This design comes from an exercise in tuning for small area, a short achievable clock period and few clock cycles per item on the open sky130 flow, not from production work. The RTL was checked by simulation tests, not by an equivalence proof against the original design.

## flow/design.v (module list and top-level ports; edited modules follow where they fit)
// module kwla_sq52: 3043 lines
// module kwla_fa: 4 lines
// module kwla_bpp: 3 lines
// module kwla_ha: 4 lines
// module kwla_acc: 194 lines
module kwla_acc (
    input  wire        clk,
    input  wire        rst,          
    input  wire        cmd_valid,
    output wire        cmd_ready,
    input  wire        cmd_op,       
    input  wire [3:0]  cmd_ch,       
    input  wire [63:0] cmd_x,        
    output reg         rsp_valid,
    output wire [3:0]  rsp_cause,    
    input  wire [3:0]  rd_ch,
    output wire [63:0] rd_acc,
    output wire [31:0] rd_cnt
);
  // ...
==> flow/flow/run.sh <==
#!/bin/bash
# The standard ORFS layout (the standard.sh, unchanged synthesis, floorplan,
# power grid, placement, CTS and routing) with a larger setup margin for
# ORFS's repair_timing steps, so that timing repair keeps optimising the
# register-to-register paths well below the 28 ns clock. The SDC (clock
# period, I/O delays, loads) is the standard flow's, unchanged.
set -euo pipefail
bash standard.sh SETUP_SLACK_MARGIN=15 finish > standard_flow.log 2>&1
==> flow/standard.sh <==
#!/bin/bash
# synth_recipe.tcl (not shown) runs the flow's synth.tcl, then flattens the netlist and writes it again
# the make line also repeats each setting of config.mk as NAME=value (left out here)
make -C /OpenROAD-flow-scripts/flow DESIGN_CONFIG=/design/flow/config.mk WORK_HOME=/design/flow/orfs CLKGATE_MAP_FILE= SYNTH_SCRIPT=/design/flow/synth_recipe.tcl "${@:-finish}"
==> flow/config.mk <==
export PLATFORM = sky130hd
export DESIGN_NAME = kwla_acc
export DESIGN_NICKNAME = kwla_acc
export VERILOG_FILES = /design/flow/design.v
export SDC_FILE = /design/flow/constraint.sdc
export NUM_CORES = 4
export LEC_CHECK = 0
export CAP_MARGIN = 20
export CORE_MARGIN = 2
export CORE_UTILIZATION = 55
export PLACE_DENSITY = 0.68
export SLEW_MARGIN = 20
export SYNTH_HIERARCHICAL = 1
export SYNTH_MINIMUM_KEEP_SIZE = 0
==> flow/constraint.sdc <==
create_clock -name core_clock -period 28.0 [get_ports {clk}]
set_input_delay 5.6000 -clock core_clock [delete_from_list [all_inputs] [get_ports {clk}]]
set_output_delay 5.6000 -clock core_clock [all_outputs]
set_load 0.01 [all_outputs]
==> impl.org, run 1 <==
** Run status
- The run finished with no timing, DRC or antenna violations.

** Finish
- Area growth from synthesis to layout :: 14.8%
- Number of nets in the final layout :: 10500
- In the final layout, the share of cells above drive strength 1 is 21.5%.
- Cells fill 63.7% of the core in the end.
- Sequential cells placed in the final layout were counted as 908.
- Number of logic inverters in the finished layout :: 135
- Flip-flop count of the largest register, all copies and words added :: 504
- Fraction of area in multi-input gates :: 61.6%
- In the final layout, clock buffers and inverters account for 2.85% of the cell area.
- Area taken by multi-input logic gates :: 66500 um^2
- Non-clock buffer share :: 8.50%
- In the final layout, the registers with the most flip-flops are g_lane.acc_r (504), g_lane.cnt_r (256).

** Setup path
- Walking the worst path, the cells encountered are buf_12, buf_6, nor4b_4, buf_4, clkbuf_16, buf_16, buf_12, buf_16, a22oi_1, nand4_1, o21ai_0, nand2_1, clkdlybuf4s15_2.
- Gate family responsible for the most delay along the worst path :: buffers and inverters
- Worst reg-to-reg setup slack :: 15.08 ns
- Category of the critical setup timing path :: input port to output port

** GRT
- Global routing used 70.8% of the available met2 tracks.
- Met1 Use GR :: 56.0%
- First-pass GRT wire length :: 591000 um
- Largest net degree at the start of global routing :: 80

** STA
- The total count of hold-check failures in the final report came to 0.
- Hold slack :: 0.329 ns

** Floorplan
- Chip Height :: 418 um

** Synth
- In the synthesized netlist, mux cells make up 3.24% of the area.
- Combinational family with the most area after synthesis :: compound AO/OA/AOI/OAI gates
- Post-synthesis share of cell area spent on full adders, half adders and majority gates :: 18.1%
- Count of unique library cells instantiated by Yosys :: 115
- The synthesized netlist devotes 8.64% of its cell area to XOR and XNOR gates.

** Routing
- The pre-antenna-repair detailed-routing pass consisted of 8 iterations.
- Dividing the detail-routed via count by the number of cells gives 7.46.
- Top layer reached by signal wires :: met5
- Detailed routing inserted a total of 87700 vias.

** Placed design
- Count of placed standard cells including taps :: 11200
- Worst slack at placement :: 9.02 ns
- Placed Area :: 97800 um^2

** Clocking
- In this run, post-CTS repair resized a total of 578 instances.
- In this run the number of H-tree levels came out at 3.

** Min path
- The worst hold path terminates at chbad2.
Testbench counts, summed over its fixed seeds: cycles 12,012, items 12,000.
==> module kwla_acc, before the edit <==
module kwla_acc (
    input  wire        clk,
    input  wire        rst,          
    input  wire        cmd_valid,
    output wire        cmd_ready,
    input  wire        cmd_op,       
    input  wire [3:0]  cmd_ch,       
    input  wire [63:0] cmd_x,        
    output reg         rsp_valid,
    output wire [3:0]  rsp_cause,    
    input  wire [3:0]  rd_ch,
    output wire [63:0] rd_acc,
    output wire [31:0] rd_cnt
);
    localparam N_CH = 8;
    assign cmd_ready = 1'b1;
    integer k;
    reg        v1;
    reg        op1;
    reg [3:0]  ch1;
    reg [62:0] x1;           
    always @(posedge clk) begin
        v1  <= cmd_valid & ~rst;
        op1 <= cmd_op;
        ch1 <= cmd_ch;
        x1  <= cmd_x[62:0];
    end
    wire [10:0]  xe = x1[62:52];
    wire [105:0] ra, rb;
    kwla_sq52 u_sq (
        .f  (x1[51:0]),
        .ra (ra),
        .rb (rb)
    );
    wire [51:0] plo  = {1'b0, ra[50:0]} + {1'b0, rb[50:0]};
    wire [54:0] pw   = ra[105:51] + rb[105:51] + {54'd0, plo[51]};
    wire        pst  = |x1[25:0];
    wire        ptop = pw[54];
    wire        pnorm = xe[10] | xe[9];
    wire [53:0] ptn  = ptop ? pw[54:1] : pw[53:0];
    wire        psn  = pst | (ptop & pw[0]);
    wire [8:0]  psa9 = ~xe[8:0];                             
    wire [4:0]  psa  = (|psa9[8:5]) ? 5'd31 : psa9[4:0];
    wire [52:0] pwh  = pw[54:2];
    wire [52:0] pts  = pwh >> {psa, 1'b0};
    reg  [52:0] pmask;
    always @* begin
        for (k = 0; k < 53; k = k + 1)
            pmask[k] = ({psa, 1'b0} > k);
    end
    wire        pss  = pst | pw[1] | pw[0] | (|(pwh & pmask));
    wire [53:0] pt   = pnorm ? ptn : {1'b0, pts};
    wire        pstk = pnorm ? psn : pss;
    wire [52:0] pm   = pt[53:1];
    wire        pg   = pt[0];
    wire [53:0] pmr  = {1'b0, pm} + {53'd0, pg & (pstk | pm[0])};
    wire [11:0] pe0  = {xe, 1'b0} - 12'd1023;
    wire [11:0] pe1  = {xe, 1'b0} - 12'd1022;
    wire [11:0] pe2  = {xe, 1'b0} - 12'd1021;
    wire        po0  = ({xe, 1'b0} >= 12'd3070);              
    wire        po1  = ({xe, 1'b0} >= 12'd3069);
    wire        po2  = ({xe, 1'b0} >= 12'd3068);
    reg  [11:0] pen;
    reg         pon;
    always @* begin
        case ({ptop, pmr[53]})
            2'b00:   begin pen = pe0; pon = po0; end
            2'b11:   begin pen = pe2; pon = po2; end
            default: begin pen = pe1; pon = po1; end
        endcase
    end
    wire [10:0] pe_next   = pnorm ? pen[10:0] : {10'd0, pmr[52]};
    wire        povf_next = pnorm & pon;
    reg        v2;
    reg        op2;
    reg [7:0]  sel2;         
    reg        chbad2;
    reg        xbad2;
    reg [62:0] p2;
    reg        povf2;
    always @(posedge clk) begin
        v2     <= v1 & ~rst;
        op2    <= op1;
        for (k = 0; k < N_CH; k = k + 1)
            sel2[k] <= (ch1[2:0] == k);
        chbad2 <= ch1[3];
        xbad2  <= (xe == 11'h7FF);
        p2     <= {pe_next, pmr[51:0]};
        povf2  <= povf_next;
    end
    wire [62:0] acc_q [0:N_CH-1];
    wire [31:0] cnt_q [0:N_CH-1];
    reg  [62:0] acc_cur;
    reg  [31:0] cnt_cur;
    always @* begin
        acc_cur = 63'd0;
        cnt_cur = 32'd0;
        for (k = 0; k < N_CH; k = k + 1) begin
            acc_cur = acc_cur | ({63{sel2[k]}} & acc_q[k]);
            cnt_cur = cnt_cur | ({32{sel2[k]}} & cnt_q[k]);
        end
    end
    wire [10:0] ea = acc_cur[62:52];
    wire [10:0] ep = p2[62:52];
    wire        hA = |ea;
    wire        hP = |ep;
    wire [10:0] eA = {ea[10:1], ea[0] | ~hA};
    wire [10:0] eP = {ep[10:1], ep[0] | ~hP};
    wire [52:0] mA = {hA, acc_cur[51:0]};
    wire [52:0] mP = {hP, p2[51:0]};
    wire [11:0] dAP  = {1'b0, eA} - {1'b0, eP};
    wire [11:0] dPA  = {1'b0, eP} - {1'b0, eA};
    wire        aBig = ~dAP[11];
    wire [10:0] d    = aBig ? dAP[10:0] : dPA[10:0];
    wire [10:0] eB   = aBig ? eA : eP;
    wire [52:0] mB   = aBig ? mA : mP;
    wire [52:0] mS   = aBig ? mP : mA;
    wire [5:0]  sh   = (|d[10:6]) ? 6'd63 : d[5:0];
    wire [54:0] sx   = {mS, 2'b00};
    wire [54:0] sal  = sx >> sh;
    reg  [54:0] smask;
    always @* begin
        for (k = 0; k < 55; k = k + 1)
            smask[k] = (sh > k);
    end
    wire        sstk = |(sx & smask);
    wire [56:0] sum  = {1'b0, mB, 3'b000} + {1'b0, sal, sstk};
    wire        sc   = sum[56];
    wire [52:0] am   = sc ? sum[56:4] : sum[55:3];
    wire        ag   = sc ? sum[3] : sum[2];
    wire        ast  = sc ? (|sum[2:0]) : (|sum[1:0]);
    wire [53:0] amr  = {1'b0, am} + {53'd0, ag & (ast | am[0])};
    wire [10:0] eB1  = eB + 11'd1;
    wire [10:0] eB2  = eB + 11'd2;
    wire        eBo1 = (eB == 11'd2046);                     
    wire        eBo2 = (eB >= 11'd2045);                     
    reg  [10:0] aen;
    reg         aovf;
    always @* begin
        case ({sc, amr[53]})
            2'b00:   begin aen = eB;  aovf = 1'b0; end
            2'b11:   begin aen = eB2; aovf = eBo2; end
            default: begin aen = eB1; aovf = eBo1; end
        endcase
    end
    wire [10:0] ae     = (amr[53] | amr[52]) ? aen : 11'd0;
    wire [62:0] a_next = {ae, amr[51:0]};
    wire        cfull = &cnt_cur;
    wire        acc_ok = v2 & op2 & ~chbad2 & ~xbad2;        
    wire        ok    = ~cfull & ~povf2 & ~aovf;
    wire        clr   = rst | (v2 & ~op2);
    wire [62:0] acc_d = clr ? 63'd0 : a_next;
    wire [31:0] cnt_d = clr ? 32'd0 : (cnt_cur + 32'd1);
    genvar gc;
    generate
        for (gc = 0; gc < N_CH; gc = gc + 1) begin : g_lane
            wire en = clr | (acc_ok & sel2[gc] & ok);
            reg [62:0] acc_r;
            reg [31:0] cnt_r;
            always @(posedge clk) begin
                if (en) begin
                    acc_r <= acc_d;
                    cnt_r <= cnt_d;
                end
            end
            assign acc_q[gc] = acc_r;
            assign cnt_q[gc] = cnt_r;
        end
    endgenerate
    wire e_ch = chbad2;
    wire e_x  = ~chbad2 & xbad2;
    wire e_ov = ~chbad2 & ~xbad2 & ~ok;
    reg  rc3, rc0;
    always @(posedge clk) begin
        rsp_valid <= v2 & ~rst;
        rc3 <= op2 & (e_x | e_ov);
        rc0 <= op2 & (e_ch | e_ov);
    end
    assign rsp_cause = {rc3, 1'b0, rc0 & ~rc3, rc0};
    reg [62:0] rd_a;
    reg [31:0] rd_c;
    always @* begin
        rd_a = 63'd0;
        rd_c = 32'd0;
        for (k = 0; k < N_CH; k = k + 1) begin
            if (rd_ch == k) begin
                rd_a = acc_q[k];
                rd_c = cnt_q[k];
            end
        end
    end
    assign rd_acc = {1'b0, rd_a};
    assign rd_cnt = rd_c;
endmodule
==> run 2: changes to the inputs <==
--- a/flow/design.v
+++ b/flow/design.v
@@ -3237,10 +3237,8 @@
         rd_a = 63'd0;
         rd_c = 32'd0;
         for (k = 0; k < N_CH; k = k + 1) begin
-            if (rd_ch == k) begin
-                rd_a = acc_q[k];
-                rd_c = cnt_q[k];
-            end
+            rd_a = rd_a | ({63{rd_ch == k}} & acc_q[k]);
+            rd_c = rd_c | ({32{rd_ch == k}} & cnt_q[k]);
         end
     end
     assign rd_acc = {1'b0, rd_a};
--- a/flow/config.mk
+++ b/flow/config.mk
@@ -12,3 +12,4 @@
 export SLEW_MARGIN = 20
 export SYNTH_HIERARCHICAL = 1
 export SYNTH_MINIMUM_KEEP_SIZE = 0
+export TNS_END_PERCENT = 0
==> run 2 against run 1 <==
  * Still clean
  * Cell area shrank 1.3%
  * Worst setup slack lost 0.15 ns
  * Via count shrank 1.2%
  * Sequential cell count is the same
  * Clock-buffer cell count shrank 2
  * Highest routed layer unchanged
==> impl.org, run 2 <==
** STA
- The transition at the pin with the smallest max-transition slack came to 1.35 ns (was 1.27 ns).
- The setup TNS is 0 ns (unchanged).
- The share of the clock period used by the worst path was 47.6% (was 47.1%).
- Tmin final :: 13.33 ns (was 13.18 ns)
- Hold violation total from the final report :: 0 (unchanged)
- The relative max-transition margin was 9.73% (was 14.9%).
- RSZ-0062 raised after global routing: true (unchanged).
- Clk_skew :: 0.0592 ns (was 0.0992 ns)
- The number of slew-limit violations in the final report was 0 (unchanged).
- Final number of setup-violating endpoints :: 0 (unchanged)
- The maximum frequency from static timing analysis was 0.0750 GHz (was 0.0759 GHz).

** Synth
- The cell taking the most area after synthesis is sky130_fd_sc_hd__edfxtp_1 (unchanged).
- The post-synthesis simple-gate area fraction is 11.8% (about the same).
- Top_reg_cell synth :: sky130_fd_sc_hd__edfxtp_1 (unchanged)
- Commonest cells post-synth :: sky130_fd_sc_hd__xnor2_1 (839), sky130_fd_sc_hd__a22oi_1 (789), sky130_fd_sc_hd__edfxtp_1 (760) (was sky130_fd_sc_hd__xnor2_1 (817), sky130_fd_sc_hd__edfxtp_1 (760), sky130_fd_sc_hd__a22oi_2 (700))
- The post-synthesis instance area is 94000 um^2 (was 94100 um^2).
- Share of the synthesized area in the top cell type :: 24.3% (about the same)
- Sequential-to-total area share from yosys stat :: 27.4% (about the same)
- Cell types occupying the most area after synthesis :: sky130_fd_sc_hd__edfxtp_1 (24%), sky130_fd_sc_hd__fa_1 (14%), sky130_fd_sc_hd__a22oi_2 (9.3%), sky130_fd_sc_hd__xnor2_1 (7.8%), sky130_fd_sc_hd__a22oi_1 (6.3%) (was sky130_fd_sc_hd__edfxtp_1 (24%), sky130_fd_sc_hd__fa_1 (14%), sky130_fd_sc_hd__a22oi_2 (9.3%), sky130_fd_sc_hd__xnor2_1 (7.6%), sky130_fd_sc_hd__a22oi_1 (5.3%))
- Post-synthesis share of cell area spent on full adders, half adders and majority gates :: 18.1% (about the same)
- The number of synthesis warnings is 7 (unchanged).
- The number of enable flip-flop cells after synthesis came to 760 (unchanged).
- Most repeated cell in the gate-level netlist after synthesis :: sky130_fd_sc_hd__xnor2_1 (unchanged)
- The instance count of the mapped netlist is 9198 (was 9252).
- The xor-xnor portion of the synthesized cell area was 8.75% (was 8.64%).
- The dominant combinational cell family by area after synthesis is compound AO/OA/AOI/OAI gates (unchanged).
- Mapped Avg Cell Area :: 10.2 um^2 (about the same)
- Compound-gate portion of the synthesized area :: 27.1% (was 26.4%)
- The fraction of registers with async set/reset was 0% (unchanged).
- Count of unique library cells instantiated by Yosys :: 115 (unchanged)
- Register bit total from synthesis :: 908 (unchanged)
- The mux share of post-synthesis cell area is 2.47% (was 3.24%).

** Routing
- Routed via count :: 86700 (was 87700)
- Routed via count divided by cell count :: 7.48 (was 7.46)
- Top layer reached by signal wires :: met5 (unchanged)
- Total routed wire length on the met1 layer :: 142000 um (was 143000 um)
- Met3 wire length :: 49500 um (was 50100 um)
- Routed wire per std cell :: 35.3 um (about the same)
- The detailed-routed wire length on met2 was 182000 um (was 183000 um).
- Aggregate routed wire length :: 409000 um (was 415000 um)
- Count of unresolved DRC violations after routing :: 0 (unchanged)
- Detailed-routing iteration count for the pre-antenna-repair pass :: 7 (was 8)
- Final ANT Viol Nets :: 0 (unchanged)
- The violation count after the first detailed-routing iteration came to 12700 (was 12600).

** Setup path
- The total buffers and inverters traversed by the critical path came to 5 (was 8).
- Required @ worst endpoint :: 22.40 ns (about the same)
- Crit path capture type :: output port (unchanged)
- CP Max Fanout :: 10 (was 7)
- The critical path depth in cells was 9 (was 13).
- Arrival time at the worst endpoint :: 7.73 ns (was 7.58 ns)
- Crit start category :: input port (unchanged)
- Reg2reg path depth :: 58 (was 51)
- Slowest-stage cell, CP :: sky130_fd_sc_hd__dlygate4sd2_1 (was sky130_fd_sc_hd__clkdlybuf4s15_2)
- Gate family responsible for the most delay along the worst path :: buffers and inverters (unchanged)
- Stage delay of the slowest cell on the critical path :: 0.39 ns (was 0.27 ns)
- Category of the critical setup timing path :: input port to output port (unchanged)
- Cells along the critical path :: clkdlybuf4s18_2, nand2b_4, nor2_4, buf_4, buf_12, bufbuf_16, a22oi_1, nand4_1, dlygate4sd2_1 (was buf_12, buf_6, nor4b_4, buf_4, clkbuf_16, buf_16, buf_12, buf_16, a22oi_1, nand4_1, o21ai_0, nand2_1, clkdlybuf4s15_2)

** Floorplan
- The starting density of the core was 55.4% (about the same).
- The area of the placeable core came to 170000 um^2 (unchanged).
- FP Rows :: 151 (unchanged)
- The area of the die was 174000 um^2 (about the same).
- The chip height came to 417 um (was 418 um).
- The I/O pin total came to 178 (unchanged).
- The die extent in x was 417 um (was 418 um).

** Finish
- Count of fill cells added during filler insertion :: 13600 (was 13400)
- Area taken by multi-input logic gates :: 66300 um^2 (was 66500 um^2)
- The share of layout cells above drive strength 1 is 19.9% (was 21.5%).
- Registers with the most flip-flops: g_lane.acc_r (504), g_lane.cnt_r (256) (unchanged).
- The area growth from synthesis to final layout was 13.3% (was 14.8%).
- The most common library cell in the layout ignoring fill and taps is sky130_fd_sc_hd__xnor2_1 (unchanged).
- The final cell area excluding filler cells came to 107000 um^2 (was 108000 um^2).
- The register bank with the most flops was g_lane.acc_r (unchanged).
- Most frequent cells in the layout: sky130_fd_sc_hd__xnor2_1 (830), sky130_fd_sc_hd__a22oi_1 (788), sky130_fd_sc_hd__edfxtp_1 (760) (was sky130_fd_sc_hd__xnor2_1 (808), sky130_fd_sc_hd__edfxtp_1 (760), sky130_fd_sc_hd__a22oi_2 (718)).
- Number of nets in the final layout :: 10300 (was 10500)
- Reg area :: 25900 um^2 (about the same)
- Flip-flop count of the largest register, all copies and words added :: 504 (unchanged)

** Clocking
- The number of buffers added by the clock tree synthesis step is 93 (was 96).
- Bufs on Longest Clock Path :: 3 (unchanged)
- Insertion delay of the later-clocked pin in the worst-skew pair :: 0.81 ns (was 0.82 ns)
- The register clock-pin slew on the reported worst setup and hold paths is 0.06 ns (about the same).
- Number of hold buffers added after cts :: 0 (unchanged)
- The clock sink total came to 908 (unchanged).
- H-Tree Depth :: 3 (unchanged)
- The CTS tree is done (unchanged).
- Root buffer selected by CTS :: sky130_fd_sc_hd__clkbuf_16 (unchanged)

** Placed design
- DP Wirelength :: 257000 um (about the same)
- The weighted congestion reported at the end of routability-driven placement came to 1.06 (about the same).
- The cell area after placement came to 97400 um^2 (was 97800 um^2).
- The number of port buffers was 173 (unchanged).

** Min path
- Number of cells traversed by the worst hold path :: 0 (unchanged)
- Hold Crit Class :: register to register (unchanged)

** GRT
- Largest net degree at the start of global routing :: 81 (was 80)
- GRT Overall Usage :: 45.4% (was 45.8%)
- First-pass GRT wire length :: 584000 um (was 591000 um)
- The number of global-route vias before repair was 84600 (was 85600).
- The total grt overflow was 0 (unchanged).
- Antenna violations before repair :: 19 (was 9)

** Flow run
- The reported max-cap violation count is 0 (unchanged).

** Run status
- Outcome :: timing/DRC/antenna clean (unchanged)
run 2: cell type report:
| cell class | instances | share of cell area (%) |
|---|---|---|
| repair buffers | 651 | 7.46 |
| multi-input cells | 7509 | 62.3 |
| flip-flops and latches | 908 | 24.3 |
| inverters | 127 | 0.456 |
| clock buffers | 113 | 2.26 |
| well taps | 2218 | 2.60 |
| clock inverters | 59 | 0.602 |
| diodes | 4 | 0.00939 |
run 2: cell families (layout without fill, tap and decap cells):
group                      after synthesis  after routing
AOI/OAI and AO/OA                     3097           3120
xor gates and xnor gates               938            938
adders and majority gates              970            970
buffers and inverters                  833            950
DFF                                    908            908
muxes                                  215            215
other                                    4             36
and+or+nand+nor                       2233           2234
run 2: through the flow:
stage,cells,utilization [%],setup WS (ns),hold slack [ns]
2_1_floorplan,9226,-,14.35,0.310
3_3_place_gp,11200,57.4,9.60,0.314
3_5_place_dp,11200,57.4,9.49,0.339
4_1_cts,11500,61.9,14.73,0.353
5_1_grt,11600,62.8,14.44,0.356
6_report,11600,62.8,14.67,0.351
run 2: timing repair:
action / in CTS / in global routing
pin swaps: 68 / 45
gates cloned: 64 / 16
setup endpoints to repair: 1401 / 1091
resized for setup: 444 / 182
buffers inserted: 121 / 56
run 2: worst reg2reg max path, delay by kind of cell, from the launching register on:
kind            cells  cell delay [ns]
buf+inv            15             2.58
fa+ha+maj           4             1.25
mux                 4             1.01
simple gates       19             4.24
xor+xnor            1             0.25
compound gates     15             3.00
flops               1             0.55
run 2: layer usage:
layer / GRT usage [%] / vias up
met2: 71.1 / 6802
met5: 0 / -
met4: 32.0 / 20
li1: - / 35500
met1: 55.3 / 42600
met3: 10.7 / 1796
run 2: path summary, 6_finish.rpt:
path            start                   to  slack [ns]
max reg2reg   sel2[2]  g_lane[5].acc_r[18]       14.80
min               op1                  op2        0.35
min reg2reg       op1                  op2        0.35
max          rd_ch[2]           rd_acc[34]       14.67
run 2: modules after synthesis (local to each module, per instance):
module	copies in the design	cells inside	area, um^2
kwla_acc	1	6528	61200
kwla_bpp	700	2	21.3
kwla_fa	650	1	20.0
kwla_ha	75	1	12.5
kwla_sq52	1	545	3980
Testbench counts of run 2, summed over its fixed seeds: cycles 12,012, items 12,000.
==> run 3: changes to the inputs <==
--- a/flow/config.mk
+++ b/flow/config.mk
@@ -7,8 +7,9 @@
 export LEC_CHECK = 0
 export CAP_MARGIN = 20
 export CORE_MARGIN = 2
-export CORE_UTILIZATION = 55
-export PLACE_DENSITY = 0.68
+export CORE_UTILIZATION = 62
+export CTS_BUF_LIST = sky130_fd_sc_hd__clkbuf_8
+export PLACE_DENSITY = 0.75
 export SLEW_MARGIN = 20
 export SYNTH_HIERARCHICAL = 1
 export SYNTH_MINIMUM_KEEP_SIZE = 0
==> run 3 against run 2 <==
  * Still clean
  * Worst setup slack worse by 0.12 ns
  * Register-to-register slack worse by 0.15 ns
  * Fmax is 0.93% lower
  * Wire length is 1.3% lower
  * Critical path type unchanged
  * Highest routed layer unchanged
==> impl.org, run 3 <==
** Run status
- Outcome: timing/DRC/antenna clean (unchanged).

** Clocking
- Root buffer selected by CTS :: sky130_fd_sc_hd__clkbuf_8 (was sky130_fd_sc_hd__clkbuf_16)
- The register clock-pin slew on the reported worst setup and hold paths was 0.07 ns (was 0.06 ns).
- The total number of H-tree levels was 4 (was 3).
- The maximum clock path buffer count was 3 (unchanged).
- Insertion delay of the later-clocked pin in the worst-skew pair :: 0.98 ns (was 0.81 ns)
- Clock tree from TritonCTS :: done (unchanged)
- Total clock buffers created by CTS :: 145 (was 93)
- Clock Sink Count :: 908 (unchanged)

** GRT
- Busiest grt layer :: met2 (unchanged)
- The global routing usage on met3 came to 15.2% (was 10.7%).
- The initial antenna violation count was 15 (was 19).
- The pin count of the biggest net entering global routing came to 67 (was 81).
- GRT Overall Usage :: 50.2% (was 45.4%)
- GR Util met2 :: 77.0% (was 71.1%)
- The global-route wire length before repair was 582000 um (was 584000 um).
- Via count of the first global-routing pass :: 87300 (was 84600)
- The total grt overflow is 0 (unchanged).
- The met1 demand-to-capacity share in global routing was 58.3% (was 55.3%).

** Finish
- The share of layout cells above drive strength 1 was 19.9% (about the same).
- The count of fill cells added during filler insertion is 10500 (was 13600).
- The area growth from synthesis to final layout came to 11.9% (was 13.3%).
- The number of flip-flops in the largest register was 504 (unchanged).
- Post-route cell area :: 105000 um^2 (was 107000 um^2)
- Number of nets in the final layout :: 10300 (about the same)
- The register bank with the most flops is g_lane.acc_r (unchanged).
- Reg area :: 25900 um^2 (unchanged)
- Registers with the most flip-flops :: g_lane.acc_r (504), g_lane.cnt_r (256) (unchanged)
- Most common library cell in the layout ignoring fill and taps :: sky130_fd_sc_hd__xnor2_1 (unchanged)
- Most frequent cells in the layout: sky130_fd_sc_hd__xnor2_1 (828), sky130_fd_sc_hd__a22oi_1 (786), sky130_fd_sc_hd__edfxtp_1 (760) (was sky130_fd_sc_hd__xnor2_1 (830), sky130_fd_sc_hd__a22oi_1 (788), sky130_fd_sc_hd__edfxtp_1 (760)).
- The area of the multi-input gates was 66100 um^2 (was 66300 um^2).
- Post-layout util :: 70.1% (was 62.8%)

** STA
- Clk_skew :: 0.0913 ns (was 0.0592 ns)
- The relative max-transition margin is 13.3% (was 9.73%).
- Slew of the pin with the lowest slew margin :: 1.30 ns (was 1.35 ns)
- The number of slew-limit violations in the final report was 0 (unchanged).
- RSZ-0062 raised after global routing :: true (unchanged)
- Highest clock frequency the design can meet :: 0.0743 GHz (was 0.0750 GHz)
- The setup-violating endpoint count in the final report was 0 (unchanged).
- The setup TNS is 0 ns (unchanged).
- The total count of hold-check failures in the final report is 0 (unchanged).
- Final setup slack of the worst path :: 14.55 ns (was 14.67 ns)
- Tmin final :: 13.45 ns (was 13.33 ns)
- Final period utilization :: 48.1% (was 47.6%)

** Floorplan
- Number of top-level pins :: 178 (unchanged)
- Area of the core :: 150000 um^2 (was 170000 um^2)
- The number of cell rows came to 142 (was 151).
- Die area :: 155000 um^2 (was 174000 um^2)
- The die extent in x is 393 um (was 417 um).
- Chip Height :: 393 um (was 417 um)
- Starting utilization of the core area :: 62.6% (was 55.4%)

** Synth
- Largest area contributor in the netlist :: sky130_fd_sc_hd__edfxtp_1 (unchanged)
- Cell types occupying the most area after synthesis :: sky130_fd_sc_hd__edfxtp_1 (24%), sky130_fd_sc_hd__fa_1 (14%), sky130_fd_sc_hd__a22oi_2 (9.3%), sky130_fd_sc_hd__xnor2_1 (7.8%), sky130_fd_sc_hd__a22oi_1 (6.3%) (unchanged)
- Count of unique library cells instantiated by Yosys :: 115 (unchanged)
- Register bit total from synthesis :: 908 (unchanged)
- Commonest cells post-synth: sky130_fd_sc_hd__xnor2_1 (839), sky130_fd_sc_hd__a22oi_1 (789), sky130_fd_sc_hd__edfxtp_1 (760) (unchanged).
- The share of the synthesized area in the top cell type was 24.3% (unchanged).
- The number of enable flip-flop cells after synthesis is 760 (unchanged).
- Top_reg_cell synth :: sky130_fd_sc_hd__edfxtp_1 (unchanged)
- Sequential-to-total area share from yosys stat :: 27.4% (unchanged)
- Syn Inst Count :: 9198 (unchanged)
- Most repeated cell in the gate-level netlist after synthesis :: sky130_fd_sc_hd__xnor2_1 (unchanged)
- The number of synthesis warnings came to 7 (unchanged).
- The post-synthesis instance area is 94000 um^2 (unchanged).
- The fraction of registers with async set/reset was 0% (unchanged).
- Mapped Avg Cell Area :: 10.2 um^2 (unchanged)

** Routing
- The final antenna-violating net count came to 0 (unchanged).
- Routed via count :: 88700 (was 86700)
- The violation count after the first detailed-routing iteration is 14500 (was 12700).
- Routed wire per std cell :: 35.3 um (about the same)
- Aggregate routed wire length :: 404000 um (was 409000 um)
- The residual DRC count came to 0 (unchanged).
- The number of detailed-route iterations in the first pass is 7 (unchanged).
- Routed via count divided by cell count :: 7.75 (was 7.48)

** Setup path
- Crit path capture type :: output port (unchanged)
- The start-to-end type of the worst setup path is input port to output port (unchanged).
- CP Max Fanout :: 17 (was 10)
- Crit start category :: input port (unchanged)
- The arrival time of data at the critical path endpoint is 7.85 ns (was 7.73 ns).
- The data required time at the worst endpoint came to 22.40 ns (about the same).

** Flow run
- Max cap viols :: 0 (unchanged)

** Placed design
- Final weighted congestion in routability-driven placement :: 1.07 (was 1.06)
- DP Wirelength :: 250000 um (was 257000 um)
- Number of port buffers :: 173 (unchanged)
- The setup slack after placement was 9.75 ns (was 9.49 ns).
- Placed Area :: 97100 um^2 (was 97400 um^2)

** Min path
- Hold Crit Class :: register to register (unchanged)
-- run 3: worst paths after layout --
kind         slack (ns)  depth (start not counted)             endpoint      from
min                0.33                          0               chbad2    ch1[3]
max               14.55                          8           rd_acc[51]  rd_ch[0]
max reg2reg       14.65                         52  g_lane[2].acc_r[20]   sel2[0]
min reg2reg        0.33                          0               chbad2    ch1[3]
-- run 3: per-module statistics from Yosys, one instance, submodules excluded --
module / area (um^2) / copies in the design / flops+latches
kwla_bpp: 21.3 / 700 / 0
kwla_sq52: 3980 / 1 / 0
kwla_fa: 20.0 / 650 / 0
kwla_ha: 12.5 / 75 / 0
kwla_acc: 61200 / 1 / 908
-- run 3: what timing repair did --
item	in CTS	in global routing
pin swaps	58	54
resized for setup	392	179
setup buffers	111	58
hold buffers	0	0
cloned	55	3
endpoints found under the setup margin	1383	1090
-- run 3: layout make-up --
class                      count  area share (%)
antenna                       10          0.0238
clock buffer                 149            1.95
clock inverter               110           0.742
inverter                     127           0.471
multi-input combinational   7501            62.8
sequential                   908            24.7
tap                         2016            2.40
timing repair buffer         619            6.93
-- run 3: per-stage QoR --
stage,cells,hold WS [ns]
after global placement,10900,0.313
after global routing,11400,0.337
after floorplan,9226,0.310
final,11400,0.329
after CTS,11400,0.328
after detailed placement,10900,0.313
-- run 3: cells by family (layout without fill, tap and decap cells) --
kind of cell               after synthesis  in the layout  share of synthesized area (%)
AOI/OAI and AO/OA                     3097           3111                           27.1
xor gates and xnor gates               938            938                           8.75
adders and majority gates              970            970                           18.1
buffers and inverters                  833           1005                           4.34
DFF                                    908            908                           27.4
muxes                                  215            215                           2.47
other                                    4             42                         0.0160
and+or+nand+nor                       2233           2235                           11.8
-- run 3: routing by layer --
layer	up-vias	share of wire (%)
met5	-	0.011
met4	8	10
met3	2467	14
met2	8122	43
met1	42600	32
li1	35500	-
-- run 3: worst max-delay path, cell delays in order --
cell and delay [ns]:
sky130_fd_sc_hd__clkdlybuf4s15_2 0.29, sky130_fd_sc_hd__nand2b_4 0.21, sky130_fd_sc_hd__nor3_4 0.26, sky130_fd_sc_hd__buf_12 0.19, sky130_fd_sc_hd__bufbuf_16 0.36, sky130_fd_sc_hd__a22oi_1 0.09, sky130_fd_sc_hd__nand4_1 0.24, sky130_fd_sc_hd__clkdlybuf4s50_1 0.60

==> afterwards: timing with drivers on the ports <==
How much do the figures lean on ideal ports? The routed layouts below were timed once more, with nothing changed but the port constraints. Step 1 (the two cells are an assumption about what drives the block):
set clk [get_ports {clk}]
set_driving_cell -lib_cell sky130_fd_sc_hd__clkbuf_16 $clk
set_driving_cell -lib_cell sky130_fd_sc_hd__buf_2 [delete_from_list [all_inputs] $clk]
Step 2, shift: input delay + t, output delay - t, t = (earliest + latest rising clock arrival at the registers) / 2. This alone moves slack from input paths to output paths. a / b / c = ideal / step 1 / step 2; a / b = the first two.
run	t, ns	slack for setup (ns)	worst setup path at the end	worst data-port slew with drivers (ns)	cell pins on the clock port's net
run 1	0.865	14.817 / 14.758 / 14.758	input to output	0.09	1
run 2	0.879	14.670 / 14.637 / 14.637	input to output	0.12	1
run 3	1.022	14.546 / 14.515 / 14.515	input to output	0.09	1
After both steps every run listed still meets setup and hold. The setup slack of run 1, which loses most, moves by -0.059 ns with the drivers and by -0.059 ns with both steps.
